This design comes from an exercise in tuning for small area on the open sky130 flow, not from production work.
Only simulation tests tie the RTL to the original design; equivalence was not proved.
No activity file was given, so power comes from the tool's default toggle rates.

### design/flow/flow/run.sh
#!/bin/bash
# The standard layout, with the port buffers made from sky130_fd_sc_hd__buf_2 cells.
set -euo pipefail
bash standard.sh BUFFER_PORTS_ARGS="-buffer_cell sky130_fd_sc_hd__buf_2" finish > standard_flow.log 2>&1
### design/flow/standard.sh
#!/bin/bash
# synth_recipe.tcl (not shown) runs the flow's synth.tcl, then flattens the netlist and writes it again
# the make line also repeats each setting of config.mk as NAME=value (left out here)
make -C /OpenROAD-flow-scripts/flow DESIGN_CONFIG=/design/flow/config.mk WORK_HOME=/design/flow/orfs CLKGATE_MAP_FILE= SYNTH_SCRIPT=/design/flow/synth_recipe.tcl "${@:-finish}"
### design/flow/config.mk
export PLATFORM = sky130hd
export DESIGN_NAME = ycc_to_rgb
export DESIGN_NICKNAME = ycc_to_rgb
export VERILOG_FILES = /design/flow/design.v
export SDC_FILE = /design/flow/constraint.sdc
export NUM_CORES = 4
export LEC_CHECK = 0
export CAP_MARGIN = 20
export CORE_MARGIN = 2
export CORE_UTILIZATION = 65
export PLACE_DENSITY = 0.75
export SLEW_MARGIN = 20
export SYNTH_HIERARCHICAL = 1
export SYNTH_MINIMUM_KEEP_SIZE = 0
### design/flow/constraint.sdc
create_clock -name core_clock -period 10.0 [get_ports {clk}]
set_input_delay 2.0000 -clock core_clock [delete_from_list [all_inputs] [get_ports {clk}]]
set_output_delay 2.0000 -clock core_clock [all_outputs]
set_load 0.01 [all_outputs]
### design/flow/design.v
module ycc_to_rgb (
    input  wire        clk,
    input  wire        rst,           
    input  wire        in_valid,
    input  wire        in_mode,       
    input  wire [2:0]  in_cll,        
    input  wire [15:0] in_e0,         
    input  wire [15:0] in_e1,         
    input  wire [15:0] in_e2,         
    output reg         out_valid,
    output wire [31:0] out_pixel      
);
  wire [15:0] y    = in_e0;
  wire [15:0] cb   = in_e1;
  wire [15:0] cr   = in_e2;
  wire [15:0] y_n  = ~in_e0;
  wire [15:0] cb_n = ~in_e1;
  wire [15:0] cr_n = ~in_e2;
  wire ri1 = ~cr_n[13];
  wire rs2, rc3;
  ha u_rs2 (cr_n[14], cr_n[12], rs2, rc3);
  wire rs4, rc5;
  fa u_rs4 (cr[15], cr_n[13], cr[11], rs4, rc5);
  wire rs6, rc7;
  fa u_rs6 (y[0], cr_n[14], cr[12], rs6, rc7);
  wire rs8, rc9;
  fa u_rs8 (y[1], cr[15], cr[13], rs8, rc9);
  wire rs10, rc11;
  fa u_rs10 (cr_n[9], cr[6], cr_n[4], rs10, rc11);
  wire rs12, rc13;
  fa u_rs12 (y[2], cr[14], cr_n[10], rs12, rc13);
  wire rs14, rc15;
  fa u_rs14 (cr[7], cr_n[5], cr_n[3], rs14, rc15);
  wire rs16, rc17;
  fa u_rs16 (y[3], cr_n[15], cr_n[11], rs16, rc17);
  wire rs18, rc19;
  ha u_rs18 (cr[8], cr_n[6], rs18, rc19);
  wire rs20, rc21;
  fa u_rs20 (y[4], cr_n[12], cr[9], rs20, rc21);
  wire ri22 = ~cr_n[7];
  wire rs23, rc24;
  fa u_rs23 (y[5], cr_n[13], cr[10], rs23, rc24);
  wire ri25 = ~cr_n[8];
  wire rs26, rc27;
  fa u_rs26 (y[6], cr_n[14], cr[11], rs26, rc27);
  wire ri28 = ~cr_n[9];
  wire rs29, rc30;
  fa u_rs29 (y[7], cr[15], cr[12], rs29, rc30);
  wire ri31 = ~y[8];
  wire ri32 = ~y[9];
  wire ri33 = ~cr_n[8];
  wire rs34, rc35;
  ha u_rs34 (cr_n[9], cr_n[7], rs34, rc35);
  wire rs36, rc37;
  ha u_rs36 (cr_n[10], cr_n[8], rs36, rc37);
  wire rs38, rc39;
  fa u_rs38 (cr_n[11], cr_n[9], cr[7], rs38, rc39);
  wire rs40, rc41;
  fa u_rs40 (cr_n[12], cr_n[10], cr[8], rs40, rc41);
  wire rs42, rc43;
  fa u_rs42 (cr_n[11], cr[9], cr_n[5], rs42, rc43);
  wire rs44, rc45;
  ha u_rs44 (cr[2], cr_n[0], rs44, rc45);
  wire rs46, rc47;
  fa u_rs46 (cr_n[13], cr[10], cr_n[6], rs46, rc47);
  wire rs48, rc49;
  fa u_rs48 (cr[3], cr_n[1], rs2, rs48, rc49);
  wire rs50, rc51;
  fa u_rs50 (cr_n[7], cr[4], cr_n[2], rs50, rc51);
  wire rs52, rc53;
  fa u_rs52 (cr_n[0], rc3, rs4, rs52, rc53);
  wire rs54, rc55;
  fa u_rs54 (cr_n[8], cr[5], cr_n[3], rs54, rc55);
  wire rs56, rc57;
  fa u_rs56 (cr_n[1], rc5, rs6, rs56, rc57);
  wire rs58, rc59;
  fa u_rs58 (cr_n[2], cr[0], rc7, rs58, rc59);
  wire rs60, rc61;
  fa u_rs60 (1'b1, rs8, rs10, rs60, rc61);
  wire rs62, rc63;
  fa u_rs62 (cr[1], rc9, rc11, rs62, rc63);
  wire rs64, rc65;
  fa u_rs64 (1'b1, rs12, rs14, rs64, rc65);
  wire rs66, rc67;
  fa u_rs66 (cr_n[4], cr[2], rs18, rs66, rc67);
  wire rs68, rc69;
  fa u_rs68 (rc13, rc15, rs16, rs68, rc69);
  wire rs70, rc71;
  fa u_rs70 (cr_n[5], cr[3], ri22, rs70, rc71);
  wire rs72, rc73;
  fa u_rs72 (rc19, rc17, rs20, rs72, rc73);
  wire rs74, rc75;
  fa u_rs74 (cr_n[7], cr_n[6], cr[4], rs74, rc75);
  wire rs76, rc77;
  fa u_rs76 (ri25, rc21, rs23, rs76, rc77);
  wire rs78, rc79;
  fa u_rs78 (cr_n[8], cr_n[7], cr[5], rs78, rc79);
  wire rs80, rc81;
  fa u_rs80 (ri28, rc24, rs26, rs80, rc81);
  wire rs82, rc83;
  fa u_rs82 (cr_n[9], cr_n[10], cr_n[8], rs82, rc83);
  wire rs84, rc85;
  fa u_rs84 (cr[6], rc27, rs29, rs84, rc85);
  wire rs86, rc87;
  fa u_rs86 (cr[13], cr_n[11], cr_n[9], rs86, rc87);
  wire rs88, rc89;
  fa u_rs88 (cr[7], ri31, rc30, rs88, rc89);
  wire rs90, rc91;
  fa u_rs90 (y[8], cr[14], cr_n[12], rs90, rc91);
  wire rs92, rc93;
  fa u_rs92 (cr_n[10], cr[8], ri32, rs92, rc93);
  wire rs94, rc95;
  fa u_rs94 (y[9], y[10], cr_n[15], rs94, rc95);
  wire rs96, rc97;
  fa u_rs96 (cr_n[13], cr_n[11], cr[9], rs96, rc97);
  wire rs98, rc99;
  fa u_rs98 (y[11], cr_n[14], cr_n[12], rs98, rc99);
  wire ri100 = ~cr[10];
  wire rs101, rc102;
  fa u_rs101 (y[12], cr[15], cr_n[13], rs101, rc102);
  wire ri103 = ~cr[11];
  wire rs104, rc105;
  fa u_rs104 (y[13], cr_n[14], cr[12], rs104, rc105);
  wire rs106, rc107;
  ha u_rs106 (cr_n[6], cr[4], rs106, rc107);
  wire rs108, rc109;
  fa u_rs108 (cr_n[8], cr[5], cr_n[1], rs108, rc109);
  wire rs110, rc111;
  fa u_rs110 (cr[6], cr_n[2], rc35, rs110, rc111);
  wire rs112, rc113;
  fa u_rs112 (cr_n[3], cr[0], rc37, rs112, rc113);
  wire rs114, rc115;
  fa u_rs114 (cr_n[4], cr[1], rc39, rs114, rc115);
  wire rs116, rc117;
  fa u_rs116 (ri1, rs44, rc41, rs116, rc117);
  wire rs118, rc119;
  fa u_rs118 (rc45, rc43, rs46, rs118, rc119);
  wire rs120, rc121;
  fa u_rs120 (rc47, rs50, rc49, rs120, rc121);
  wire rs122, rc123;
  fa u_rs122 (rc51, rs54, rc53, rs122, rc123);
  wire rs124, rc125;
  fa u_rs124 (rc55, rc57, rs58, rs124, rc125);
  wire rs126, rc127;
  fa u_rs126 (rc59, rc61, rs62, rs126, rc127);
  wire rs128, rc129;
  fa u_rs128 (rs66, rc63, rc65, rs128, rc129);
  wire rs130, rc131;
  fa u_rs130 (rs70, rc67, rc69, rs130, rc131);
  wire rs132, rc133;
  fa u_rs132 (rs74, rc71, rc73, rs132, rc133);
  wire rs134, rc135;
  fa u_rs134 (rc75, rs78, rc77, rs134, rc135);
  wire rs136, rc137;
  fa u_rs136 (rc79, rs82, rc81, rs136, rc137);
  wire rs138, rc139;
  fa u_rs138 (rc83, rs86, rc85, rs138, rc139);
  wire rs140, rc141;
  fa u_rs140 (rc87, rs90, rs92, rs140, rc141);
  wire rs142, rc143;
  fa u_rs142 (rc91, rs94, rs96, rs142, rc143);
  wire rs144, rc145;
  fa u_rs144 (ri100, rc95, rc97, rs144, rc145);
  wire rs146, rc147;
  fa u_rs146 (cr[10], ri103, rc99, rs146, rc147);
  wire rs148, rc149;
  fa u_rs148 (cr[11], rc102, rs104, rs148, rc149);
  wire rs150, rc151;
  fa u_rs150 (y[14], cr[15], cr[13], rs150, rc151);
  wire ri152 = ~cr_n[2];
  wire rs153, rc154;
  ha u_rs153 (cr_n[3], cr_n[1], rs153, rc154);
  wire rs155, rc156;
  fa u_rs155 (cr_n[4], cr_n[2], cr[0], rs155, rc156);
  wire rs157, rc158;
  fa u_rs157 (cr_n[5], cr_n[3], cr[1], rs157, rc158);
  wire rs159, rc160;
  fa u_rs159 (cr_n[6], cr_n[4], cr[2], rs159, rc160);
  wire rs161, rc162;
  fa u_rs161 (cr_n[7], cr_n[5], cr[3], rs161, rc162);
  wire rs163, rc164;
  fa u_rs163 (cr_n[0], ri33, rs106, rs163, rc164);
  wire rs165, rc166;
  fa u_rs165 (rc107, rs34, rs108, rs165, rc166);
  wire rs167, rc168;
  fa u_rs167 (rs36, rc109, rs110, rs167, rc168);
  wire rs169, rc170;
  fa u_rs169 (rs38, rc111, rs112, rs169, rc170);
  wire rs171, rc172;
  fa u_rs171 (rs40, rc113, rs114, rs171, rc172);
  wire rs173, rc174;
  fa u_rs173 (rs42, rc115, rs116, rs173, rc174);
  wire rs175, rc176;
  fa u_rs175 (rs48, rc117, rs118, rs175, rc176);
  wire rs177, rc178;
  fa u_rs177 (rc119, rs52, rs120, rs177, rc178);
  wire rs179, rc180;
  fa u_rs179 (rs56, rc121, rs122, rs179, rc180);
  wire rs181, rc182;
  fa u_rs181 (rs60, rc123, rs124, rs181, rc182);
  wire rs183, rc184;
  fa u_rs183 (rs64, rc125, rs126, rs183, rc184);
  wire rs185, rc186;
  fa u_rs185 (rs68, rc127, rs128, rs185, rc186);
  wire rs187, rc188;
  fa u_rs187 (rs72, rc129, rs130, rs187, rc188);
  wire rs189, rc190;
  fa u_rs189 (rs76, rc131, rs132, rs189, rc190);
  wire rs191, rc192;
  fa u_rs191 (rs80, rc133, rs134, rs191, rc192);
  wire rs193, rc194;
  fa u_rs193 (rs84, rc135, rs136, rs193, rc194);
  wire rs195, rc196;
  fa u_rs195 (rs88, rc137, rs138, rs195, rc196);
  wire rs197, rc198;
  fa u_rs197 (rc89, rs140, rc139, rs197, rc198);
  wire rs199, rc200;
  fa u_rs199 (rc93, rs142, rc141, rs199, rc200);
  wire rs201, rc202;
  fa u_rs201 (rs98, rc143, rs144, rs201, rc202);
  wire rs203, rc204;
  fa u_rs203 (rs101, rc145, rs146, rs203, rc204);
  wire rs205, rc206;
  fa u_rs205 (1'b1, rc147, rs148, rs205, rc206);
  wire rs207, rc208;
  fa u_rs207 (rc105, rs150, rc149, rs207, rc208);
  wire rs209, rc210;
  fa u_rs209 (y_n[15], cr[14], rc151, rs209, rc210);
  wire [29:0] r_cy;
  assign r_cy[0] = 1'b0;
  wire r_G0 = ((cr_n[2] & rs153) | ((cr_n[2] | rs153) & ((ri152 & cr_n[0]) | ((ri152 | cr_n[0]) & ((cr_n[1] & 1'b0) | ((cr_n[1] | 1'b0) & (1'b1 & cr_n[0])))))));
  wire r_P0 = (1'b1 | cr_n[0]) & (cr_n[1] | 1'b0) & (ri152 | cr_n[0]) & (cr_n[2] | rs153);
  assign r_cy[4] = r_G0 | (r_P0 & r_cy[0]);
  wire r_G4 = ((rc160 & rs161) | ((rc160 | rs161) & ((rc158 & rs159) | ((rc158 | rs159) & ((rc156 & rs157) | ((rc156 | rs157) & (rc154 & rs155)))))));
  wire r_P4 = (rc154 | rs155) & (rc156 | rs157) & (rc158 | rs159) & (rc160 | rs161);
  assign r_cy[8] = r_G4 | (r_P4 & r_cy[4]);
  wire r_G8 = ((rc168 & rs169) | ((rc168 | rs169) & ((rc166 & rs167) | ((rc166 | rs167) & ((rc164 & rs165) | ((rc164 | rs165) & (rc162 & rs163)))))));
  wire r_P8 = (rc162 | rs163) & (rc164 | rs165) & (rc166 | rs167) & (rc168 | rs169);
  assign r_cy[12] = r_G8 | (r_P8 & r_cy[8]);
  wire r_G12 = ((rc176 & rs177) | ((rc176 | rs177) & ((rc174 & rs175) | ((rc174 | rs175) & ((rc172 & rs173) | ((rc172 | rs173) & (rc170 & rs171)))))));
  wire r_P12 = (rc170 | rs171) & (rc172 | rs173) & (rc174 | rs175) & (rc176 | rs177);
  assign r_cy[16] = r_G12 | (r_P12 & r_cy[12]);
  wire r_G16 = ((rc184 & rs185) | ((rc184 | rs185) & ((rc182 & rs183) | ((rc182 | rs183) & ((rc180 & rs181) | ((rc180 | rs181) & (rc178 & rs179)))))));
  wire r_P16 = (rc178 | rs179) & (rc180 | rs181) & (rc182 | rs183) & (rc184 | rs185);
  assign r_cy[20] = r_G16 | (r_P16 & r_cy[16]);
  wire r_G20 = (rc186 & rs187);
  wire r_P20 = (rc186 | rs187);
  assign r_cy[21] = r_G20 | (r_P20 & r_cy[20]);
  wire rs211, rc212;
  fa u_rs211 (rc188, rs189, r_cy[21], rs211, rc212);
  wire rs213, rc214;
  fa u_rs213 (rc190, rs191, rc212, rs213, rc214);
  wire rs215, rc216;
  fa u_rs215 (rc192, rs193, rc214, rs215, rc216);
  wire rs217, rc218;
  fa u_rs217 (rc194, rs195, rc216, rs217, rc218);
  wire rs219, rc220;
  fa u_rs219 (rc196, rs197, rc218, rs219, rc220);
  wire rs221, rc222;
  fa u_rs221 (rc198, rs199, rc220, rs221, rc222);
  wire rs223, rc224;
  fa u_rs223 (rc200, rs201, rc222, rs223, rc224);
  wire rs225, rc226;
  fa u_rs225 (rc202, rs203, rc224, rs225, rc226);
  assign r_cy[29] = rc226;
  wire [7:0] r_m = {rs225, rs223, rs221, rs219, rs217, rs215, rs213, rs211};
  wire rs227, rc228;
  ha u_rs227 (rc204, rs205, rs227, rc228);
  wire rs229, rc230;
  fa u_rs229 (rc206, rs207, rc228, rs229, rc230);
  wire rs231, rc232;
  fa u_rs231 (rc208, rs209, rc230, rs231, rc232);
  wire rs233, rc234;
  fa u_rs233 (rc210, cr_n[15], rc232, rs233, rc234);
  wire ri235 = ~rc234;
  wire [4:0] r_t = {ri235, rs233, rs231, rs229, rs227};
  wire r_in = r_cy[29] ? (&r_t) : ~(|r_t);
  wire [7:0] r0 = r_in ? r_m : {8{~r_t[4]}};
  wire gi236 = ~cb[14];
  wire gs237, gc238;
  fa u_gs237 (y[0], cb_n[15], cb[5], gs237, gc238);
  wire gs239, gc240;
  fa u_gs239 (cb[3], cb_n[1], cr[15], gs239, gc240);
  wire gs241, gc242;
  fa u_gs241 (y[1], cb[6], cb[4], gs241, gc242);
  wire gi243 = ~cb_n[2];
  wire gs244, gc245;
  fa u_gs244 (y[2], cb[7], cb[5], gs244, gc245);
  wire gi246 = ~cb_n[3];
  wire gs247, gc248;
  fa u_gs247 (y[3], cb[8], cb[6], gs247, gc248);
  wire gi249 = ~cb_n[4];
  wire gs250, gc251;
  fa u_gs250 (y[4], cb[9], cb[7], gs250, gc251);
  wire gi252 = ~y[5];
  wire gi253 = ~y[6];
  wire gs254, gc255;
  ha u_gs254 (cb[12], cb[2], gs254, gc255);
  wire gs256, gc257;
  fa u_gs256 (cb[13], cb[3], cb[1], gs256, gc257);
  wire gs258, gc259;
  ha u_gs258 (cr_n[13], cr[9], gs258, gc259);
  wire gs260, gc261;
  fa u_gs260 (cb[4], cb[2], cb_n[0], gs260, gc261);
  wire gs262, gc263;
  fa u_gs262 (cr_n[14], cr[10], cr[7], gs262, gc263);
  wire gs264, gc265;
  ha u_gs264 (cr[4], cr[1], gs264, gc265);
  wire gs266, gc267;
  fa u_gs266 (cb[14], cr[11], cr[8], gs266, gc267);
  wire gs268, gc269;
  fa u_gs268 (cr[5], cr[2], cr_n[0], gs268, gc269);
  wire gs270, gc271;
  fa u_gs270 (1'b1, gs237, gs239, gs270, gc271);
  wire gs272, gc273;
  fa u_gs272 (cr[12], cr[9], cr[6], gs272, gc273);
  wire gs274, gc275;
  fa u_gs274 (cr[3], cr_n[1], gi243, gs274, gc275);
  wire gs276, gc277;
  fa u_gs276 (gc238, gc240, gs241, gs276, gc277);
  wire gs278, gc279;
  fa u_gs278 (cb_n[2], cr[13], cr[10], gs278, gc279);
  wire gs280, gc281;
  fa u_gs280 (cr[7], cr[4], cr_n[2], gs280, gc281);
  wire gs282, gc283;
  fa u_gs282 (gi246, gc242, gs244, gs282, gc283);
  wire gs284, gc285;
  fa u_gs284 (cb_n[3], cr[14], cr[11], gs284, gc285);
  wire gs286, gc287;
  fa u_gs286 (cr[8], cr[5], cr_n[3], gs286, gc287);
  wire gs288, gc289;
  fa u_gs288 (gi249, gc245, gs247, gs288, gc289);
  wire gs290, gc291;
  fa u_gs290 (cb_n[4], cb_n[5], cr_n[15], gs290, gc291);
  wire gs292, gc293;
  fa u_gs292 (cr[12], cr[9], cr[6], gs292, gc293);
  wire gs294, gc295;
  fa u_gs294 (cr_n[4], gc248, gs250, gs294, gc295);
  wire gs296, gc297;
  fa u_gs296 (cb[10], cb[8], cb_n[6], gs296, gc297);
  wire gs298, gc299;
  fa u_gs298 (cr[13], cr[10], cr[7], gs298, gc299);
  wire gs300, gc301;
  fa u_gs300 (cr_n[5], gi252, gc251, gs300, gc301);
  wire gs302, gc303;
  fa u_gs302 (y[5], cb[11], cb[9], gs302, gc303);
  wire gs304, gc305;
  fa u_gs304 (cb_n[7], cr[14], cr[11], gs304, gc305);
  wire gs306, gc307;
  fa u_gs306 (cr[8], cr_n[6], gi253, gs306, gc307);
  wire gs308, gc309;
  fa u_gs308 (y[6], y[7], cb[12], gs308, gc309);
  wire gs310, gc311;
  fa u_gs310 (cb[10], cb_n[8], cr_n[15], gs310, gc311);
  wire gs312, gc313;
  fa u_gs312 (cr[12], cr[9], cr_n[7], gs312, gc313);
  wire gs314, gc315;
  fa u_gs314 (y[8], cb[13], cb[11], gs314, gc315);
  wire gs316, gc317;
  fa u_gs316 (cb_n[9], cr[13], cr[10], gs316, gc317);
  wire gi318 = ~cr_n[8];
  wire gs319, gc320;
  fa u_gs319 (y[9], cb[14], cb[12], gs319, gc320);
  wire gs321, gc322;
  fa u_gs321 (cb_n[10], cr[14], cr[11], gs321, gc322);
  wire gi323 = ~cr_n[9];
  wire gs324, gc325;
  fa u_gs324 (y[10], cb_n[15], cb[13], gs324, gc325);
  wire gs326, gc327;
  fa u_gs326 (cb_n[11], cr_n[15], cr[12], gs326, gc327);
  wire gi328 = ~cr_n[10];
  wire gs329, gc330;
  fa u_gs329 (y[11], cb[14], cb_n[12], gs329, gc330);
  wire gi331 = ~y[12];
  wire gs332, gc333;
  fa u_gs332 (cb[10], cb[0], cr_n[10], gs332, gc333);
  wire gs334, gc335;
  fa u_gs334 (cb[11], cb[1], cr_n[11], gs334, gc335);
  wire gs336, gc337;
  ha u_gs336 (cr[7], cr[4], gs336, gc337);
  wire gs338, gc339;
  fa u_gs338 (cb[0], cr_n[12], cr[8], gs338, gc339);
  wire gs340, gc341;
  fa u_gs340 (cr[5], cr[2], gs254, gs340, gc341);
  wire gs342, gc343;
  fa u_gs342 (cr[6], cr[3], cr[0], gs342, gc343);
  wire gs344, gc345;
  fa u_gs344 (gc255, gs258, gs256, gs344, gc345);
  wire gs346, gc347;
  fa u_gs346 (gi236, gc259, gs264, gs346, gc347);
  wire gs348, gc349;
  fa u_gs348 (gc257, gs260, gs262, gs348, gc349);
  wire gs350, gc351;
  fa u_gs350 (gc265, gc261, gc263, gs350, gc351);
  wire gs352, gc353;
  fa u_gs352 (gs266, gs268, gs270, gs352, gc353);
  wire gs354, gc355;
  fa u_gs354 (gc267, gc269, gs272, gs354, gc355);
  wire gs356, gc357;
  fa u_gs356 (gs274, gc271, gs276, gs356, gc357);
  wire gs358, gc359;
  fa u_gs358 (gc273, gs278, gs280, gs358, gc359);
  wire gs360, gc361;
  fa u_gs360 (gc275, gc277, gs282, gs360, gc361);
  wire gs362, gc363;
  fa u_gs362 (gc279, gc281, gs284, gs362, gc363);
  wire gs364, gc365;
  fa u_gs364 (gs286, gc283, gs288, gs364, gc365);
  wire gs366, gc367;
  fa u_gs366 (gc285, gc287, gs290, gs366, gc367);
  wire gs368, gc369;
  fa u_gs368 (gs292, gc289, gs294, gs368, gc369);
  wire gs370, gc371;
  fa u_gs370 (gc291, gc293, gs296, gs370, gc371);
  wire gs372, gc373;
  fa u_gs372 (gs298, gc295, gs300, gs372, gc373);
  wire gs374, gc375;
  fa u_gs374 (gc297, gc299, gs302, gs374, gc375);
  wire gs376, gc377;
  fa u_gs376 (gs304, gs306, gc301, gs376, gc377);
  wire gs378, gc379;
  fa u_gs378 (gc303, gc305, gs308, gs378, gc379);
  wire gs380, gc381;
  fa u_gs380 (gs310, gs312, gc307, gs380, gc381);
  wire gs382, gc383;
  fa u_gs382 (gi318, gc309, gc311, gs382, gc383);
  wire gs384, gc385;
  fa u_gs384 (gc313, gs314, gs316, gs384, gc385);
  wire gs386, gc387;
  fa u_gs386 (cr_n[8], gi323, gc315, gs386, gc387);
  wire gs388, gc389;
  fa u_gs388 (gc317, gs319, gs321, gs388, gc389);
  wire gs390, gc391;
  fa u_gs390 (cr_n[9], gi328, gc320, gs390, gc391);
  wire gs392, gc393;
  fa u_gs392 (gc322, gs324, gs326, gs392, gc393);
  wire gs394, gc395;
  fa u_gs394 (cr_n[10], cr[13], cr_n[11], gs394, gc395);
  wire gs396, gc397;
  fa u_gs396 (gc325, gc327, gs329, gs396, gc397);
  wire gs398, gc399;
  fa u_gs398 (cb_n[15], cb_n[13], cr[14], gs398, gc399);
  wire gs400, gc401;
  fa u_gs400 (cr_n[12], gi331, gc330, gs400, gc401);
  wire gs402, gc403;
  fa u_gs402 (y[12], y[13], cb_n[14], gs402, gc403);
  wire gs404, gc405;
  ha u_gs404 (cr_n[15], cr_n[13], gs404, gc405);
  wire gs406, gc407;
  ha u_gs406 (y[14], cb[15], gs406, gc407);
  wire gs408, gc409;
  ha u_gs408 (cb[7], cr_n[7], gs408, gc409);
  wire gs410, gc411;
  fa u_gs410 (cb[8], cr_n[8], cr[4], gs410, gc411);
  wire gs412, gc413;
  fa u_gs412 (cb[9], cr_n[9], cr[5], gs412, gc413);
  wire gs414, gc415;
  fa u_gs414 (cr[6], cr[3], cr[0], gs414, gc415);
  wire gs416, gc417;
  fa u_gs416 (cr[1], gs336, gc333, gs416, gc417);
  wire gs418, gc419;
  fa u_gs418 (gc337, gc335, gs338, gs418, gc419);
  wire gs420, gc421;
  fa u_gs420 (gc339, gs342, gc341, gs420, gc421);
  wire gs422, gc423;
  fa u_gs422 (gc343, gs346, gc345, gs422, gc423);
  wire gs424, gc425;
  fa u_gs424 (gc347, gc349, gs350, gs424, gc425);
  wire gs426, gc427;
  fa u_gs426 (gc351, gs354, gc353, gs426, gc427);
  wire gs428, gc429;
  fa u_gs428 (gc355, gs358, gc357, gs428, gc429);
  wire gs430, gc431;
  fa u_gs430 (gc359, gs362, gc361, gs430, gc431);
  wire gs432, gc433;
  fa u_gs432 (gc363, gs366, gc365, gs432, gc433);
  wire gs434, gc435;
  fa u_gs434 (gc367, gs370, gc369, gs434, gc435);
  wire gs436, gc437;
  fa u_gs436 (gc371, gs374, gs376, gs436, gc437);
  wire gs438, gc439;
  fa u_gs438 (gc375, gs378, gs380, gs438, gc439);
  wire gs440, gc441;
  fa u_gs440 (gc379, gs382, gc381, gs440, gc441);
  wire gs442, gc443;
  fa u_gs442 (gc383, gc385, gs386, gs442, gc443);
  wire gs444, gc445;
  fa u_gs444 (gc387, gc389, gs390, gs444, gc445);
  wire gs446, gc447;
  fa u_gs446 (gs394, gc391, gc393, gs446, gc447);
  wire gs448, gc449;
  fa u_gs448 (gc395, gs398, gc397, gs448, gc449);
  wire gs450, gc451;
  fa u_gs450 (gs404, gc399, gs402, gs450, gc451);
  wire gs452, gc453;
  fa u_gs452 (cr_n[14], gc405, gs406, gs452, gc453);
  wire gs454, gc455;
  fa u_gs454 (y_n[15], cr[15], gc407, gs454, gc455);
  wire gi456 = ~cb[0];
  wire gs457, gc458;
  ha u_gs457 (cb[1], cr_n[1], gs457, gc458);
  wire gs459, gc460;
  ha u_gs459 (cb[2], cr_n[2], gs459, gc460);
  wire gs461, gc462;
  ha u_gs461 (cb[3], cr_n[3], gs461, gc462);
  wire gs463, gc464;
  fa u_gs463 (cb[4], cr_n[4], cr[0], gs463, gc464);
  wire gs465, gc466;
  fa u_gs465 (cb[5], cr_n[5], cr[1], gs465, gc466);
  wire gs467, gc468;
  fa u_gs467 (cb[6], cr_n[6], cr[2], gs467, gc468);
  wire gs469, gc470;
  fa u_gs469 (cr[3], cr[0], gs408, gs469, gc470);
  wire gs471, gc472;
  fa u_gs471 (cr[1], gc409, gs410, gs471, gc472);
  wire gs473, gc474;
  fa u_gs473 (cr[2], gc411, gs412, gs473, gc474);
  wire gs475, gc476;
  fa u_gs475 (gc413, gs414, gs332, gs475, gc476);
  wire gs477, gc478;
  fa u_gs477 (gc415, gs334, gs416, gs477, gc478);
  wire gs479, gc480;
  fa u_gs479 (gs340, gc417, gs418, gs479, gc480);
  wire gs481, gc482;
  fa u_gs481 (gc419, gs344, gs420, gs481, gc482);
  wire gs483, gc484;
  fa u_gs483 (gs348, gc421, gs422, gs483, gc484);
  wire gs485, gc486;
  fa u_gs485 (gc423, gs424, gs352, gs485, gc486);
  wire gs487, gc488;
  fa u_gs487 (gc425, gs356, gs426, gs487, gc488);
  wire gs489, gc490;
  fa u_gs489 (gs360, gc427, gs428, gs489, gc490);
  wire gs491, gc492;
  fa u_gs491 (gs364, gc429, gs430, gs491, gc492);
  wire gs493, gc494;
  fa u_gs493 (gs368, gc431, gs432, gs493, gc494);
  wire gs495, gc496;
  fa u_gs495 (gs372, gc433, gs434, gs495, gc496);
  wire gs497, gc498;
  fa u_gs497 (gc373, gs436, gc435, gs497, gc498);
  wire gs499, gc500;
  fa u_gs499 (gc377, gs438, gc437, gs499, gc500);
  wire gs501, gc502;
  fa u_gs501 (gs384, gc439, gs440, gs501, gc502);
  wire gs503, gc504;
  fa u_gs503 (gs388, gc441, gs442, gs503, gc504);
  wire gs505, gc506;
  fa u_gs505 (gs392, gc443, gs444, gs505, gc506);
  wire gs507, gc508;
  fa u_gs507 (gs396, gc445, gs446, gs507, gc508);
  wire gs509, gc510;
  fa u_gs509 (gs400, gc447, gs448, gs509, gc510);
  wire gs511, gc512;
  fa u_gs511 (gc401, gs450, gc449, gs511, gc512);
  wire gs513, gc514;
  fa u_gs513 (gc403, gs452, gc451, gs513, gc514);
  wire gs515, gc516;
  fa u_gs515 (1'b1, gs454, gc453, gs515, gc516);
  wire [29:0] g_cy;
  assign g_cy[0] = 1'b0;
  wire g_G0 = ((gc458 & gs459) | ((gc458 | gs459) & ((cb[0] & gs457) | ((cb[0] | gs457) & ((gi456 & cr_n[0]) | ((gi456 | cr_n[0]) & (1'b0 & 1'b0)))))));
  wire g_P0 = (1'b0 | 1'b0) & (gi456 | cr_n[0]) & (cb[0] | gs457) & (gc458 | gs459);
  assign g_cy[4] = g_G0 | (g_P0 & g_cy[0]);
  wire g_G4 = ((gc466 & gs467) | ((gc466 | gs467) & ((gc464 & gs465) | ((gc464 | gs465) & ((gc462 & gs463) | ((gc462 | gs463) & (gc460 & gs461)))))));
  wire g_P4 = (gc460 | gs461) & (gc462 | gs463) & (gc464 | gs465) & (gc466 | gs467);
  assign g_cy[8] = g_G4 | (g_P4 & g_cy[4]);
  wire g_G8 = ((gc474 & gs475) | ((gc474 | gs475) & ((gc472 & gs473) | ((gc472 | gs473) & ((gc470 & gs471) | ((gc470 | gs471) & (gc468 & gs469)))))));
  wire g_P8 = (gc468 | gs469) & (gc470 | gs471) & (gc472 | gs473) & (gc474 | gs475);
  assign g_cy[12] = g_G8 | (g_P8 & g_cy[8]);
  wire g_G12 = ((gc482 & gs483) | ((gc482 | gs483) & ((gc480 & gs481) | ((gc480 | gs481) & ((gc478 & gs479) | ((gc478 | gs479) & (gc476 & gs477)))))));
  wire g_P12 = (gc476 | gs477) & (gc478 | gs479) & (gc480 | gs481) & (gc482 | gs483);
  assign g_cy[16] = g_G12 | (g_P12 & g_cy[12]);
  wire g_G16 = ((gc490 & gs491) | ((gc490 | gs491) & ((gc488 & gs489) | ((gc488 | gs489) & ((gc486 & gs487) | ((gc486 | gs487) & (gc484 & gs485)))))));
  wire g_P16 = (gc484 | gs485) & (gc486 | gs487) & (gc488 | gs489) & (gc490 | gs491);
  assign g_cy[20] = g_G16 | (g_P16 & g_cy[16]);
  wire g_G20 = (gc492 & gs493);
  wire g_P20 = (gc492 | gs493);
  assign g_cy[21] = g_G20 | (g_P20 & g_cy[20]);
  wire gs517, gc518;
  fa u_gs517 (gc494, gs495, g_cy[21], gs517, gc518);
  wire gs519, gc520;
  fa u_gs519 (gc496, gs497, gc518, gs519, gc520);
  wire gs521, gc522;
  fa u_gs521 (gc498, gs499, gc520, gs521, gc522);
  wire gs523, gc524;
  fa u_gs523 (gc500, gs501, gc522, gs523, gc524);
  wire gs525, gc526;
  fa u_gs525 (gc502, gs503, gc524, gs525, gc526);
  wire gs527, gc528;
  fa u_gs527 (gc504, gs505, gc526, gs527, gc528);
  wire gs529, gc530;
  fa u_gs529 (gc506, gs507, gc528, gs529, gc530);
  wire gs531, gc532;
  fa u_gs531 (gc508, gs509, gc530, gs531, gc532);
  assign g_cy[29] = gc532;
  wire [7:0] g_m = {gs531, gs529, gs527, gs525, gs523, gs521, gs519, gs517};
  wire gs533, gc534;
  ha u_gs533 (gc510, gs511, gs533, gc534);
  wire gs535, gc536;
  fa u_gs535 (gc512, gs513, gc534, gs535, gc536);
  wire gs537, gc538;
  fa u_gs537 (gc514, gs515, gc536, gs537, gc538);
  wire gs539, gc540;
  fa u_gs539 (gc516, gc455, gc538, gs539, gc540);
  wire gi541 = ~gc540;
  wire [4:0] g_t = {gi541, gs539, gs537, gs535, gs533};
  wire g_in = g_cy[29] ? (&g_t) : ~(|g_t);
  wire [7:0] g0 = g_in ? g_m : {8{~g_t[4]}};
  wire bs542, bc543;
  ha u_bs542 (y[1], cb_n[14], bs542, bc543);
  wire bs544, bc545;
  fa u_bs544 (y[2], cb[15], cb[13], bs544, bc545);
  wire bi546 = ~cb[10];
  wire bs547, bc548;
  fa u_bs547 (y[3], cb[14], cb[11], bs547, bc548);
  wire bi549 = ~cb[9];
  wire bs550, bc551;
  fa u_bs550 (y[4], cb_n[15], cb[12], bs550, bc551);
  wire bi552 = ~y[5];
  wire bi553 = ~y[6];
  wire bs554, bc555;
  fa u_bs554 (cb_n[11], cb[9], cb[6], bs554, bc555);
  wire bs556, bc557;
  fa u_bs556 (cb_n[12], cb[10], cb[7], bs556, bc557);
  wire bs558, bc559;
  fa u_bs558 (y[0], cb_n[13], cb[11], bs558, bc559);
  wire bs560, bc561;
  ha u_bs560 (cb[8], cb[6], bs560, bc561);
  wire bs562, bc563;
  fa u_bs562 (cb[12], cb[9], cb[7], bs562, bc563);
  wire bs564, bc565;
  fa u_bs564 (cb_n[3], cb[0], bs542, bs564, bc565);
  wire bs566, bc567;
  fa u_bs566 (cb[8], cb_n[4], cb[1], bs566, bc567);
  wire bs568, bc569;
  fa u_bs568 (bi546, bc543, bs544, bs568, bc569);
  wire bs570, bc571;
  fa u_bs570 (cb[10], cb_n[5], cb[2], bs570, bc571);
  wire bs572, bc573;
  fa u_bs572 (bi549, bc545, bs547, bs572, bc573);
  wire bs574, bc575;
  fa u_bs574 (cb[9], cb[10], cb_n[6], bs574, bc575);
  wire bs576, bc577;
  fa u_bs576 (cb[3], bc548, bs550, bs576, bc577);
  wire bs578, bc579;
  fa u_bs578 (cb[13], cb[11], cb_n[7], bs578, bc579);
  wire bs580, bc581;
  fa u_bs580 (cb[4], bi552, bc551, bs580, bc581);
  wire bs582, bc583;
  fa u_bs582 (y[5], cb[14], cb[12], bs582, bc583);
  wire bs584, bc585;
  fa u_bs584 (cb_n[8], cb[5], bi553, bs584, bc585);
  wire bs586, bc587;
  fa u_bs586 (y[6], y[7], cb_n[15], bs586, bc587);
  wire bs588, bc589;
  fa u_bs588 (cb[13], cb_n[9], cb[6], bs588, bc589);
  wire bs590, bc591;
  fa u_bs590 (y[8], cb[14], cb_n[10], bs590, bc591);
  wire bi592 = ~cb[7];
  wire bs593, bc594;
  fa u_bs593 (y[9], cb_n[15], cb_n[11], bs593, bc594);
  wire bi595 = ~y[10];
  wire bi596 = ~y[11];
  wire bs597, bc598;
  ha u_bs597 (cb_n[7], cb[5], bs597, bc598);
  wire bs599, bc600;
  fa u_bs599 (cb_n[8], cb[6], cb[3], bs599, bc600);
  wire bs601, bc602;
  fa u_bs601 (cb_n[9], cb[7], cb[4], bs601, bc602);
  wire bs603, bc604;
  fa u_bs603 (cb_n[10], cb[8], cb[5], bs603, bc604);
  wire bs605, bc606;
  fa u_bs605 (cb[4], cb_n[0], bs554, bs605, bc606);
  wire bs607, bc608;
  fa u_bs607 (cb[5], cb_n[1], bc555, bs607, bc608);
  wire bs609, bc610;
  fa u_bs609 (cb_n[2], bs560, bc557, bs609, bc610);
  wire bs611, bc612;
  fa u_bs611 (bc561, bc559, bs562, bs611, bc612);
  wire bs613, bc614;
  fa u_bs613 (bc563, bs566, bc565, bs613, bc614);
  wire bs615, bc616;
  fa u_bs615 (bc567, bs570, bc569, bs615, bc616);
  wire bs617, bc618;
  fa u_bs617 (bc571, bs574, bc573, bs617, bc618);
  wire bs619, bc620;
  fa u_bs619 (bc575, bs578, bc577, bs619, bc620);
  wire bs621, bc622;
  fa u_bs621 (bc579, bs582, bs584, bs621, bc622);
  wire bs623, bc624;
  fa u_bs623 (bc583, bs586, bs588, bs623, bc624);
  wire bs625, bc626;
  fa u_bs625 (bi592, bc587, bc589, bs625, bc626);
  wire bs627, bc628;
  fa u_bs627 (cb[7], cb[8], bc591, bs627, bc628);
  wire bs629, bc630;
  fa u_bs629 (cb_n[12], cb[9], bi595, bs629, bc630);
  wire bs631, bc632;
  fa u_bs631 (y[10], cb_n[13], cb[10], bs631, bc632);
  wire bs633, bc634;
  fa u_bs633 (y[11], y[12], cb_n[14], bs633, bc634);
  wire bs635, bc636;
  fa u_bs635 (y[13], cb[15], cb[12], bs635, bc636);
  wire bi637 = ~y[14];
  wire bs638, bc639;
  ha u_bs638 (cb_n[5], cb[3], bs638, bc639);
  wire bs640, bc641;
  fa u_bs640 (cb_n[6], cb[4], cb[1], bs640, bc641);
  wire bs642, bc643;
  fa u_bs642 (cb[2], cb[0], bs597, bs642, bc643);
  wire bs644, bc645;
  fa u_bs644 (cb[1], bc598, bs599, bs644, bc645);
  wire bs646, bc647;
  fa u_bs646 (cb[2], bc600, bs601, bs646, bc647);
  wire bs648, bc649;
  fa u_bs648 (cb[3], bc602, bs603, bs648, bc649);
  wire bs650, bc651;
  fa u_bs650 (1'b1, bc604, bs605, bs650, bc651);
  wire bs652, bc653;
  fa u_bs652 (bs556, bc606, bs607, bs652, bc653);
  wire bs654, bc655;
  fa u_bs654 (bs558, bc608, bs609, bs654, bc655);
  wire bs656, bc657;
  fa u_bs656 (bs564, bc610, bs611, bs656, bc657);
  wire bs658, bc659;
  fa u_bs658 (bc612, bs568, bs613, bs658, bc659);
  wire bs660, bc661;
  fa u_bs660 (bs572, bc614, bs615, bs660, bc661);
  wire bs662, bc663;
  fa u_bs662 (bs576, bc616, bs617, bs662, bc663);
  wire bs664, bc665;
  fa u_bs664 (bs580, bc618, bs619, bs664, bc665);
  wire bs666, bc667;
  fa u_bs666 (bc581, bs621, bc620, bs666, bc667);
  wire bs668, bc669;
  fa u_bs668 (bc585, bs623, bc622, bs668, bc669);
  wire bs670, bc671;
  fa u_bs670 (bs590, bc624, bs625, bs670, bc671);
  wire bs672, bc673;
  fa u_bs672 (bs593, bc626, bs627, bs672, bc673);
  wire bs674, bc675;
  fa u_bs674 (bc594, bs629, bc628, bs674, bc675);
  wire bs676, bc677;
  fa u_bs676 (bi596, bs631, bc630, bs676, bc677);
  wire bs678, bc679;
  fa u_bs678 (cb[11], bc632, bs633, bs678, bc679);
  wire bs680, bc681;
  fa u_bs680 (1'b1, bc634, bs635, bs680, bc681);
  wire bs682, bc683;
  fa u_bs682 (cb[13], bi637, bc636, bs682, bc683);
  wire bs684, bc685;
  fa u_bs684 (y[14], y_n[15], cb[14], bs684, bc685);
  wire [29:0] b_cy;
  assign b_cy[0] = 1'b0;
  wire b_G0 = ((1'b1 & cb_n[0]) | ((1'b1 | cb_n[0]) & ((1'b0 & 1'b0) | ((1'b0 | 1'b0) & ((1'b0 & 1'b0) | ((1'b0 | 1'b0) & (1'b0 & 1'b0)))))));
  wire b_P0 = (1'b0 | 1'b0) & (1'b0 | 1'b0) & (1'b0 | 1'b0) & (1'b1 | cb_n[0]);
  assign b_cy[4] = b_G0 | (b_P0 & b_cy[0]);
  wire b_G4 = ((cb_n[4] & cb[2]) | ((cb_n[4] | cb[2]) & ((cb_n[3] & cb[1]) | ((cb_n[3] | cb[1]) & ((cb_n[2] & cb[0]) | ((cb_n[2] | cb[0]) & (cb_n[1] & 1'b0)))))));
  wire b_P4 = (cb_n[1] | 1'b0) & (cb_n[2] | cb[0]) & (cb_n[3] | cb[1]) & (cb_n[4] | cb[2]);
  assign b_cy[8] = b_G4 | (b_P4 & b_cy[4]);
  wire b_G8 = ((bc643 & bs644) | ((bc643 | bs644) & ((bc641 & bs642) | ((bc641 | bs642) & ((bc639 & bs640) | ((bc639 | bs640) & (bs638 & cb[0])))))));
  wire b_P8 = (bs638 | cb[0]) & (bc639 | bs640) & (bc641 | bs642) & (bc643 | bs644);
  assign b_cy[12] = b_G8 | (b_P8 & b_cy[8]);
  wire b_G12 = ((bc651 & bs652) | ((bc651 | bs652) & ((bc649 & bs650) | ((bc649 | bs650) & ((bc647 & bs648) | ((bc647 | bs648) & (bc645 & bs646)))))));
  wire b_P12 = (bc645 | bs646) & (bc647 | bs648) & (bc649 | bs650) & (bc651 | bs652);
  assign b_cy[16] = b_G12 | (b_P12 & b_cy[12]);
  wire b_G16 = ((bc659 & bs660) | ((bc659 | bs660) & ((bc657 & bs658) | ((bc657 | bs658) & ((bc655 & bs656) | ((bc655 | bs656) & (bc653 & bs654)))))));
  wire b_P16 = (bc653 | bs654) & (bc655 | bs656) & (bc657 | bs658) & (bc659 | bs660);
  assign b_cy[20] = b_G16 | (b_P16 & b_cy[16]);
  wire b_G20 = (bc661 & bs662);
  wire b_P20 = (bc661 | bs662);
  assign b_cy[21] = b_G20 | (b_P20 & b_cy[20]);
  wire bs686, bc687;
  fa u_bs686 (bc663, bs664, b_cy[21], bs686, bc687);
  wire bs688, bc689;
  fa u_bs688 (bc665, bs666, bc687, bs688, bc689);
  wire bs690, bc691;
  fa u_bs690 (bc667, bs668, bc689, bs690, bc691);
  wire bs692, bc693;
  fa u_bs692 (bc669, bs670, bc691, bs692, bc693);
  wire bs694, bc695;
  fa u_bs694 (bc671, bs672, bc693, bs694, bc695);
  wire bs696, bc697;
  fa u_bs696 (bc673, bs674, bc695, bs696, bc697);
  wire bs698, bc699;
  fa u_bs698 (bc675, bs676, bc697, bs698, bc699);
  wire bs700, bc701;
  fa u_bs700 (bc677, bs678, bc699, bs700, bc701);
  assign b_cy[29] = bc701;
  wire [7:0] b_m = {bs700, bs698, bs696, bs694, bs692, bs690, bs688, bs686};
  wire bs702, bc703;
  ha u_bs702 (bc679, bs680, bs702, bc703);
  wire bs704, bc705;
  fa u_bs704 (bc681, bs682, bc703, bs704, bc705);
  wire bs706, bc707;
  fa u_bs706 (bc683, bs684, bc705, bs706, bc707);
  wire bs708, bc709;
  fa u_bs708 (bc685, cb_n[15], bc707, bs708, bc709);
  wire bi710 = ~bc709;
  wire [4:0] b_t = {bi710, bs708, bs706, bs704, bs702};
  wire b_in = b_cy[29] ? (&b_t) : ~(|b_t);
  wire [7:0] b0 = b_in ? b_m : {8{~b_t[4]}};
  wire [7:0]  yy   = in_e0[7:0];
  wire [15:0] co_w = {8'd0, in_e1[7:0]} << in_cll;
  wire [15:0] cg_w = {8'd0, in_e2[7:0]} << in_cll;
  wire [7:0]  co   = co_w[8:1];
  wire [7:0]  cg   = cg_w[8:1];
  wire [7:0] yy_n = ~yy;
  wire [7:0] co_n = ~co;
  wire [7:0] cg_n = ~cg;
  wire r1i711 = ~yy[0];
  wire r1s712, r1c713;
  ha u_r1s712 (yy[1], co[1], r1s712, r1c713);
  wire r1s714, r1c715;
  ha u_r1s714 (yy[2], co[2], r1s714, r1c715);
  wire r1s716, r1c717;
  ha u_r1s716 (yy[3], co[3], r1s716, r1c717);
  wire r1s718, r1c719;
  ha u_r1s718 (yy[4], co[4], r1s718, r1c719);
  wire r1s720, r1c721;
  ha u_r1s720 (yy[5], co[5], r1s720, r1c721);
  wire r1s722, r1c723;
  ha u_r1s722 (yy[6], co[6], r1s722, r1c723);
  wire r1s724, r1c725;
  ha u_r1s724 (yy[7], co_n[7], r1s724, r1c725);
  wire r1s726, r1c727;
  ha u_r1s726 (co[0], cg_n[0], r1s726, r1c727);
  wire r1s728, r1c729;
  fa u_r1s728 (yy[0], cg_n[1], r1s712, r1s728, r1c729);
  wire r1s730, r1c731;
  fa u_r1s730 (cg_n[2], r1c713, r1s714, r1s730, r1c731);
  wire r1s732, r1c733;
  fa u_r1s732 (cg_n[3], r1c715, r1s716, r1s732, r1c733);
  wire r1s734, r1c735;
  fa u_r1s734 (cg_n[4], r1c717, r1s718, r1s734, r1c735);
  wire r1s736, r1c737;
  fa u_r1s736 (cg_n[5], r1c719, r1s720, r1s736, r1c737);
  wire r1s738, r1c739;
  fa u_r1s738 (cg_n[6], r1c721, r1s722, r1s738, r1c739);
  wire r1s740, r1c741;
  fa u_r1s740 (cg[7], r1c723, r1s724, r1s740, r1c741);
  wire r1i742 = ~r1c725;
  wire r1s743, r1c744;
  ha u_r1s743 (r1s726, r1i711, r1s743, r1c744);
  wire r1s745, r1c746;
  fa u_r1s745 (r1c727, r1s728, r1c744, r1s745, r1c746);
  wire r1s747, r1c748;
  fa u_r1s747 (r1c729, r1s730, r1c746, r1s747, r1c748);
  wire r1s749, r1c750;
  fa u_r1s749 (r1c731, r1s732, r1c748, r1s749, r1c750);
  wire r1s751, r1c752;
  fa u_r1s751 (r1c733, r1s734, r1c750, r1s751, r1c752);
  wire r1s753, r1c754;
  fa u_r1s753 (r1c735, r1s736, r1c752, r1s753, r1c754);
  wire r1s755, r1c756;
  fa u_r1s755 (r1c737, r1s738, r1c754, r1s755, r1c756);
  wire r1s757, r1c758;
  fa u_r1s757 (r1c739, r1s740, r1c756, r1s757, r1c758);
  wire r1s759, r1c760;
  fa u_r1s759 (r1c741, r1i742, r1c758, r1s759, r1c760);
  wire r1x761 = ~r1c725;
  wire r1x762;
  xr u_r1x762 (r1x761, r1c760, r1x762);
  wire [9:0] r1s = {r1x762, r1s759, r1s757, r1s755, r1s753, r1s751, r1s749, r1s747, r1s745, r1s743};
  wire [7:0] r1 = r1s[9] ? 8'd0 : r1s[8] ? 8'd255 : r1s[7:0];
  wire b1i763 = ~yy[1];
  wire b1s764, b1c765;
  ha u_b1s764 (yy[2], co_n[2], b1s764, b1c765);
  wire b1s766, b1c767;
  ha u_b1s766 (yy[3], co_n[3], b1s766, b1c767);
  wire b1s768, b1c769;
  ha u_b1s768 (yy[4], co_n[4], b1s768, b1c769);
  wire b1s770, b1c771;
  ha u_b1s770 (yy[5], co_n[5], b1s770, b1c771);
  wire b1s772, b1c773;
  ha u_b1s772 (yy[6], co_n[6], b1s772, b1c773);
  wire b1s774, b1c775;
  ha u_b1s774 (yy[7], co[7], b1s774, b1c775);
  wire b1s776, b1c777;
  ha u_b1s776 (yy[0], co_n[0], b1s776, b1c777);
  wire b1s778, b1c779;
  fa u_b1s778 (co_n[1], cg_n[1], b1i763, b1s778, b1c779);
  wire b1s780, b1c781;
  fa u_b1s780 (yy[1], cg_n[2], b1s764, b1s780, b1c781);
  wire b1s782, b1c783;
  fa u_b1s782 (cg_n[3], b1c765, b1s766, b1s782, b1c783);
  wire b1s784, b1c785;
  fa u_b1s784 (cg_n[4], b1c767, b1s768, b1s784, b1c785);
  wire b1s786, b1c787;
  fa u_b1s786 (cg_n[5], b1c769, b1s770, b1s786, b1c787);
  wire b1s788, b1c789;
  fa u_b1s788 (cg_n[6], b1c771, b1s772, b1s788, b1c789);
  wire b1s790, b1c791;
  fa u_b1s790 (cg[7], b1c773, b1s774, b1s790, b1c791);
  wire b1i792 = ~b1c775;
  wire b1s793, b1c794;
  ha u_b1s793 (b1s776, cg_n[0], b1s793, b1c794);
  wire b1s795, b1c796;
  fa u_b1s795 (b1c777, b1s778, b1c794, b1s795, b1c796);
  wire b1s797, b1c798;
  fa u_b1s797 (b1c779, b1s780, b1c796, b1s797, b1c798);
  wire b1s799, b1c800;
  fa u_b1s799 (b1c781, b1s782, b1c798, b1s799, b1c800);
  wire b1s801, b1c802;
  fa u_b1s801 (b1c783, b1s784, b1c800, b1s801, b1c802);
  wire b1s803, b1c804;
  fa u_b1s803 (b1c785, b1s786, b1c802, b1s803, b1c804);
  wire b1s805, b1c806;
  fa u_b1s805 (b1c787, b1s788, b1c804, b1s805, b1c806);
  wire b1s807, b1c808;
  fa u_b1s807 (b1c789, b1s790, b1c806, b1s807, b1c808);
  wire b1s809, b1c810;
  fa u_b1s809 (b1c791, b1i792, b1c808, b1s809, b1c810);
  wire b1x811 = ~b1c775;
  wire b1x812;
  xr u_b1x812 (b1x811, b1c810, b1x812);
  wire [9:0] b1s = {b1x812, b1s809, b1s807, b1s805, b1s803, b1s801, b1s799, b1s797, b1s795, b1s793};
  wire [7:0] b1 = b1s[9] ? 8'd0 : b1s[8] ? 8'd255 : b1s[7:0];
  wire g1s813, g1c814;
  ha u_g1s813 (yy[0], cg[0], g1s813, g1c814);
  wire g1s815, g1c816;
  fa u_g1s815 (yy[1], cg[1], g1c814, g1s815, g1c816);
  wire g1s817, g1c818;
  fa u_g1s817 (yy[2], cg[2], g1c816, g1s817, g1c818);
  wire g1s819, g1c820;
  fa u_g1s819 (yy[3], cg[3], g1c818, g1s819, g1c820);
  wire g1s821, g1c822;
  fa u_g1s821 (yy[4], cg[4], g1c820, g1s821, g1c822);
  wire g1s823, g1c824;
  fa u_g1s823 (yy[5], cg[5], g1c822, g1s823, g1c824);
  wire g1s825, g1c826;
  fa u_g1s825 (yy[6], cg[6], g1c824, g1s825, g1c826);
  wire g1s827, g1c828;
  fa u_g1s827 (yy[7], cg[7], g1c826, g1s827, g1c828);
  wire [8:0] g1s = {g1c828, g1s827, g1s825, g1s823, g1s821, g1s819, g1s817, g1s815, g1s813};
  wire [7:0] g1 = (g1s[8] == cg[7]) ? g1s[7:0] : {8{g1s[8]}};
  reg [23:0] pix;
  always @(posedge clk) begin
    if (rst) out_valid <= 1'b0;
    else     out_valid <= in_valid;
    pix <= in_mode ? {b1, g1, r1} : {b0, g0, r0};
  end
  assign out_pixel = {8'hff, pix};
endmodule
module fa (input wire a, input wire b, input wire c, output wire s, output wire co);
  assign s  = a ^ b ^ c;
  assign co = (a & b) | (a & c) | (b & c);
endmodule
module xr (input wire a, input wire b, output wire s);
  assign s = a ^ b;
endmodule
module ha (input wire a, input wire b, output wire s, output wire co);
  assign s  = a ^ b;
  assign co = a & b;
endmodule
==> results.txt <==
[cell families (layout without fill, tap and decap cells)]
group,count (synthesis),after routing,synth area share
simple gates,108,108,0.0477
flops,25,25,0.0493
other cells,1,15,0.000370
fa+ha+maj,398,398,0.751
buf+inv,85,171,0.0352
mux,10,10,0.00987
compound gates,160,160,0.105
xor+xnor,2,2,0.00173
[worst max-delay path: cells and delay by family]
kind	cells	cell delay (ps)
and+or+nand+nor	3	320
AOI/OAI and AO/OA	7	1500
adders and majority gates	13	5500
buffers and inverters	1	340
[modules after synthesis (local to each module, per instance)]
module / cells / cell area (sq um) / times used / flip-flops and latches
ycc_to_rgb: 393 / 2550 / 1 / 25
fa: 1 / 20.0 / 352 / 0
ha: 1 / 12.5 / 42 / 0
xr: 1 / 8.76 / 2 / 0
[per-layer routing]
metal | part of all wire | track usage
met4 | 0.045 | 0.142
met1 | 0.38 | 0.542
met3 | 0.098 | 0.103
met5 | 0 | 0
met2 | 0.48 | 0.631
[flip-flops by register name, summed over array words and instances (netlist names)]
name and flops:
out_valid 1, pix 24
[through the flow]
stage / instances / setup WS, ps
floorplan: 803 / 922
global placement: 1073 / 564
detailed placement: 1073 / 325
CTS: 1077 / 601
global route: 1077 / 149
finish: 1077 / 515
[cell usage after synthesis, types with 5 or more instances]
| master | number | share of area |
|---|---|---|
| dfxtp_1 | 25 | 0.049 |
| nor2_1 | 36 | 0.013 |
| o21ai_0 | 18 | 0.0089 |
| a21oi_1 | 43 | 0.021 |
| o21bai_1 | 16 | 0.012 |
| a22oi_1 | 7 | 0.0052 |
| a211oi_1 | 17 | 0.013 |
| mux2i_1 | 10 | 0.0099 |
| o211a_1 | 9 | 0.0089 |
| nand2_1 | 41 | 0.015 |
| o22ai_1 | 16 | 0.0099 |
| or2_2 | 5 | 0.0031 |
| clkbuf_1 | 10 | 0.0037 |
| fa_1 | 352 | 0.69 |
| buf_4 | 10 | 0.0074 |
| a31oi_1 | 5 | 0.0031 |
| inv_1 | 62 | 0.023 |
| ha_1 | 42 | 0.052 |
[cell type report]
| type | instances | area (sq um) | area share |
|---|---|---|---|
| Multi-Input combinational cell | 693 | 9340 | 0.850 |
| Inverter | 62 | 233 | 0.0212 |
| Clock inverter | 1 | 8.76 | 0.000797 |
| Tap cell | 188 | 235 | 0.0214 |
| Clock buffer | 3 | 75.1 | 0.00684 |
| Sequential cell | 25 | 500 | 0.0456 |
| Timing Repair Buffer | 105 | 591 | 0.0538 |
[path summary, 6_finish.rpt]
path	from	end	slack, ps
hold / removal	rst	out_valid	1880
setup / recovery	in_e2[15]	pix[9]	510
[report_power, final]
| group | internal [W] | switching [W] | leakage, nW |
|---|---|---|---|
| clock | 0.0000554 | 0.0000393 | 0.0415 |
| sequential | 0.000142 | 0.0000101 | 0.211 |
| combinational | 0.000876 | 0.00105 | 4.36 |
| total | 0.00107 | 0.00110 | 4.61 |
==> flow_summary.toml <==
[detailed_routing]
wl_mm = 29.8
drtIter0Drc = 694
ant_nets = 0
wl_per_cell_microns = 27.6
vias = 7138
drc = 0
drt_pass1_iterations = 5
vias_per_cell = 6.63

[global_routing]
grt-ovfl-total = 0
antenna_found_initial = 0
grtUsageTotal = 0.397
grt_max_degree = 36
grt_pass1_vias = 8199
grt_pass1_wl_mm = 47.0

[floorplan]
die_w_microns = 129
core_sq_um = 15200
start_util = 0.667
die_h_microns = 129
rows = 45
die_area_sq_um = 16600
num_io_pins = 88

[timing]
hold_ws_ps = 1880
hold_violations = 0
fmax_ghz = 0.105
rsz0062_at_grt = "no"
maxSlewHeadroom = 0.566
fin_setup_tns_ps = 0
period_share = 0.949
finalMaxSlewViolations = 0
period_minus_slack_ps = 9490
setup_viol = 0
worstMarginPinSlew_ps = 651

[cts]
cts_hold_buffers = 0
root_buffer = "clkbuf_16"
cts_setup_buffers = 0
clk_pin_slew_worst_paths_ps = 70
cts.path.max_buffers = 2
cts_tree = "done"
cts_buffers = 3
cts-resized-gates = 0
htreeDepth = 1
cts_sinks = 25

[critical_path]
crit_type = "in2reg"
crit_path_frequent_cell = "fa_1"
worst_setup_path_end_kind = "flop"
cp_slowest_cell = "a21oi_1"
path_cells = "buf_2, fa_1, fa_1, fa_1, fa_1, fa_1, o22a_1, o21ai_0, a21oi_1, o31ai_1, a21oi_1, fa_1, fa_1, fa_1, fa_1, fa_1, fa_1, fa_1, fa_1, nor2_1, nand2_1, a21oi_1, nand2_1, o211a_1"
worstPathArrival_ps = 9650
critical_path.max_stage_delay_ps = 550
cp-start-kind = "primary input"
cp.required_ps = 10170
cp_max_fo = 8

[final_layout]
fin_nets = 1339
syn2layout_area_growth_pct = 8.26
final_common_cell = "fa_1"
final_layout_size_suffix_gt1_frac = 0.135
final_cell_mix = "fa_1 (352), buf_2 (79), inv_1 (62)"
fin_area_sq_um = 11000
utilization = 0.722
filler_cell_count = 1045
antennaDiodeCount = 0

[synth]
synth_area_sq_um = 10100
synth_seq_cells = 25
yosys_warnings = 7
synth_edf_count = 0
syn_avg_cell_area_sq_um = 12.9
ys_seq_area_frac = 0.0493
synth_ff_type = "dfxtp_1"
synth_cell_type_count = 51
async_flop_share = 0
synthCells = 789

[run_status]
status = "finished clean"

[min_path]
whs_path_depth = 2
worstHoldPathType = "in2reg"

[power_and_ir_drop]
power_w = 0.00218
ir_drop_uv = 158
p_leak_nw = 4.61
p_per_area_nw_per_um2 = 198

[place]
place_congestion = 1.01
post_dp_cell_area_sq_um = 10900
portBuffers = 79
dpl.hpwl_mm = 25.3

[job]
drv_cap = 0

-- port drivers added, routing unchanged --
The flow's constraints put no driver on any port. The routed layout listed below was extracted and timed again, unchanged, in two steps.
Step 1: set_driving_cell puts a clkbuf_16 on clk and a buf_2 on each other input, an assumption about the parent block.
Step 2, shift: input delay + t, output delay - t, t = (earliest + latest rising clock arrival at the registers) / 2. This alone moves slack from input paths to output paths.
a / b / c = ideal / step 1 / step 2; a / b = the first two.
shift t [ns]: 0.302
setup WS [ns]: 0.515 / 0.526 / 0.224
slew at the worst register clock pin (ns): 0.07 / 0.07
cell pins on the clock port's net: 1
After both steps setup and hold are still met in this run. The setup slack of this run moves by +0.011 ns with the drivers and by -0.291 ns with both steps.
